This design comes from an exercise in tuning for small area on the open sky130 flow, not from production work.
At most, simulation tests tie the RTL to the original design; equivalence was not proved.
The clock port is modelled as an ideal driver; clocking choices that lean on that would not hold on a real chip.
Power figures rest on the tool's default switching activity, not on a simulated workload.

run A:
// ps1_core
module ps1_core (
    input  wire        clk,
    input  wire        rst,
    input  wire        wake_w,
    output wire        adc_start_w,
    input  wire        adc_busy_w,
    input  wire [7:0]  adc_data_w,
    output wire        line_drv_low,
    output wire [1:0]  status_w,
    output wire        tx_done_w,
    output wire        sleep_w,
    input  wire        wake_m,
    input  wire        line_in,
    output wire        adc_start_m,
    input  wire        adc_busy_m,
    input  wire [7:0]  adc_data_m,
    output wire        charge_en,
    output wire        retry_m,
    output wire [1:0]  status_m,
    output wire [2:0]  dec_state,
    output wire [15:0] edge_count,
    output wire        sleep_m
);
clock: 12.0 ns
lec_check: 0
cap_margin: 20
core_margin: 2
core_utilization: 40
slew_margin: 20
run.sh (not shown) runs the stock make flow with config.mk's settings and CLKGATE_MAP_FILE= SYNTH_SCRIPT=/design/flow/synth_recipe.tcl, a recipe that flattens the netlist after the stock synthesis.
Modified inputs, run B compared to run A
# run A
export LEC_CHECK = 0
export CAP_MARGIN = 20
export CORE_MARGIN = 2
export CORE_UTILIZATION = 40
export SLEW_MARGIN = 20
create_clock -name core_clock -period 12.0 [get_ports {clk}]
# run B
export LEC_CHECK = 0
export CAP_MARGIN = 20
export CORE_MARGIN = 2
export CORE_UTILIZATION = 40
export CTS_BUF_LIST = sky130_fd_sc_hd__clkbuf_4
export SLEW_MARGIN = 20
create_clock -name core_clock -period 12.0 [get_ports {clk}]
### Flow results
Run B | stages: all done | timing, DRC, antenna: all pass
Delta (run B minus run A): total power consumption of the routed design decreased by 0.00010 W relative to the old numbers, flip-flop and latch count flat.
Sequential cell area share in run B is 0.74 points higher than in run A
Cmp run B vs run A: buffer share of cell area higher in run B
Function was not checked in any run of this note: the RTL went through the layout flow alone.

the reference run:
ps1_core, a different RTL version from the one above (not shown whole).
For scale: ~71 flip-flops, about 0.0033 mm2 of cells after synthesis.
clock: 12.0 ns
lec_check: 0
cap_margin: 20
core_margin: 2
core_utilization: 40
cts_buf_list: sky130_fd_sc_hd__clkbuf_4
slew_margin: 20
standard.sh (not shown) runs the stock make flow with config.mk's settings and CLKGATE_MAP_FILE= SYNTH_SCRIPT=/design/flow/synth_recipe.tcl, a recipe that flattens the netlist after the stock synthesis.
==> flow/flow/run.sh <==
#!/bin/bash
# Layout flow: the standard flow (standard.sh) with these changes:
# - synthesis maps the logic with an area-oriented abc script (area.abc,
#   with a 60-second &deepsyn pass)
#   instead of ORFS's speed script, and leaves adders to abc instead of
#   mapping them to half/full-adder cells first; everything else in the
#   synthesis (flip-flop mapping, flattening, renaming) is the standard flow's own;
# - ports are buffered with sky130_fd_sc_hd__buf_1;
# - clock tree synthesis inserts no dummy loads, and a leaf clock buffer
#   that drives 10 or more flip-flops is then upsized (post_cts.tcl);
# - the constant outputs share synthesis's one tie cell (no tie fan-out
#   repair).
# Each tool's output goes to the ORFS logs under orfs/logs; make's own output
# goes to standard.log here.
set -euo pipefail
HERE=$PWD
sed -e '/^source .*synth_preamble.tcl/a set abc_args [lreplace $abc_args 1 1 '"$HERE"'/flow/area.abc]' \
    "$FLOW_HOME/scripts/synth.tcl" > "$HERE/synth_area.tcl"
sed -e "s#source \$::env(SCRIPTS_DIR)/synth.tcl#source $HERE/synth_area.tcl#" \
    "$HERE/synth_recipe.tcl" > "$HERE/synth_recipe_area.tcl"
bash standard.sh SYNTH_SCRIPT="$HERE/synth_recipe_area.tcl" ADDER_MAP_FILE= \
    "BUFFER_PORTS_ARGS=-buffer_cell sky130_fd_sc_hd__buf_1" \
    "CTS_ARGS=-sink_clustering_enable -repair_clock_nets -buf_list sky130_fd_sc_hd__clkbuf_4 -dont_use_dummy_load" \
    POST_CTS_TCL="$HERE/flow/post_cts.tcl" SKIP_REPAIR_TIE_FANOUT=1 \
    finish > standard.log 2>&1
==> flow/flow/area.abc <==
strash
&get -n
&fraig -x
&put
scorr
dc2
dretime
strash
&get -n
&deepsyn -T 60
&put
strash
&get -n
&dch -f
&nf -R 1000
&put
==> flow/flow/post_cts.tcl <==
# Runs at the end of the CTS step. A leaf clock buffer (clkbuf_4) that drives
# 10 or more flip-flops gives them too slow a clock edge; it is swapped for a
# clkbuf_8, and the placement is legalised again.
set upsized 0
foreach inst [get_cells clkbuf_*] {
  if {[get_property $inst ref_name] ne "sky130_fd_sc_hd__clkbuf_4"} { continue }
  set out [get_pins -of_objects $inst -filter "direction==output"]
  set n [llength [get_pins -of_objects [get_nets -of_objects $out] -filter "direction==input"]]
  if {$n >= 10} {
    replace_cell $inst sky130_fd_sc_hd__clkbuf_8
    puts "post_cts: [get_name $inst] drives $n sinks, now clkbuf_8"
    incr upsized
  }
}
if {$upsized > 0} {
  detailed_placement
  check_placement -verbose
}
The reference run finished end to end and its layout was clean on timing, DRC and antenna.
## Diff of input files: the trial run against the reference run
Settings: putting GPL_TIMING_DRIVEN at 0 where nothing was set.
-- flow/flow/run.sh --
<<< the reference run, line 10
#   that drives 10 or more flip-flops is then upsized (post_cts.tcl);
# - the constant outputs share synthesis's one tie cell (no tie fan-out
#   repair).
# Each tool's output goes to the ORFS logs under orfs/logs; make's own output
# goes to standard.log here.
set -euo pipefail
HERE=$PWD
>>> the trial run, line 10
#   that drives 10 or more flip-flops is then upsized (post_cts.tcl);
# - the constant outputs share synthesis's one tie cell (no tie fan-out
#   repair);
set -euo pipefail
HERE=$PWD
<<< the reference run, line 22
    "BUFFER_PORTS_ARGS=-buffer_cell sky130_fd_sc_hd__buf_1" \
    "CTS_ARGS=-sink_clustering_enable -repair_clock_nets -buf_list sky130_fd_sc_hd__clkbuf_4 -dont_use_dummy_load" \
    POST_CTS_TCL="$HERE/flow/post_cts.tcl" SKIP_REPAIR_TIE_FANOUT=1 \
    finish > standard.log 2>&1
>>> the trial run, line 20
    "BUFFER_PORTS_ARGS=-buffer_cell sky130_fd_sc_hd__buf_1" \
    "CTS_ARGS=-sink_clustering_enable -repair_clock_nets -buf_list sky130_fd_sc_hd__clkbuf_4 -dont_use_dummy_load" \
    POST_CTS_TCL="$HERE/flow/post_cts.tcl" SKIP_REPAIR_TIE_FANOUT=1 PRE_GLOBAL_PLACE_TCL="$HERE/flow/pre_gpl.tcl" \
    finish > standard.log 2>&1
==> flow/flow/pre_gpl.tcl (new file) <==
remove_buffers
--- outcome ---
- In the tables for the reference run and the trial run, non-clock buffer count reads higher with the reference run.
- Compared with the reference run, the trial run ends up with a smaller final cell area.
- When the final numbers for the reference run and the trial run were put side by side, the overall global routing resource usage turned out to be greater in the reference run.
- The run with more setup slack is the reference run; the trial run has less.
- Of the trial run and the reference run, it is the trial run that has the lower worst supply voltage drop on vdd.
- In summary, the trial run completed successfully, with a layout that passed the timing, DRC and antenna checks.

[afterwards: timing with drivers on the ports]
The results above use ideal ports. As a check the final layouts listed here were re-extracted and re-timed, cells and wires unchanged.
Step 1 (the two cells are an assumption about what drives the block):
set clk [get_ports {clk}]
set_driving_cell -lib_cell sky130_fd_sc_hd__clkbuf_16 $clk
set_driving_cell -lib_cell sky130_fd_sc_hd__buf_2 [delete_from_list [all_inputs] $clk]
Step 2, shift: input delay + t, output delay - t, t = (earliest + latest rising clock arrival at the registers) / 2. This alone moves slack from input paths to output paths.
a / b / c = ideal / step 1 / step 2; a / b = the first two.
| run | t, ns | setup slack, ns | hold WS [ns] | worst setup path at the end | clock arrival spread, ns |
|---|---|---|---|---|---|
| run A | 0.362 | 6.553 / 6.569 / 6.207 | 0.410 / 0.410 / 0.410 | input to register | 0.008 / 0.008 |
| run B | 0.450 | 6.665 / 6.674 / 6.225 | 0.424 / 0.424 / 0.424 | input to register | 0.017 / 0.017 |
| the reference run | 0.431 | 6.194 / 6.202 / 5.771 | 0.441 / 0.441 / 0.441 | input to register | 0.034 / 0.033 |
| the trial run | 0.426 | 6.061 / 6.067 / 5.641 | 0.416 / 0.416 / 0.416 | input to register | 0.033 / 0.033 |
After both steps every run listed still meets setup and hold. For run B, which loses most, drivers alone change the setup slack by +0.009 ns; drivers and shift together by -0.440 ns.
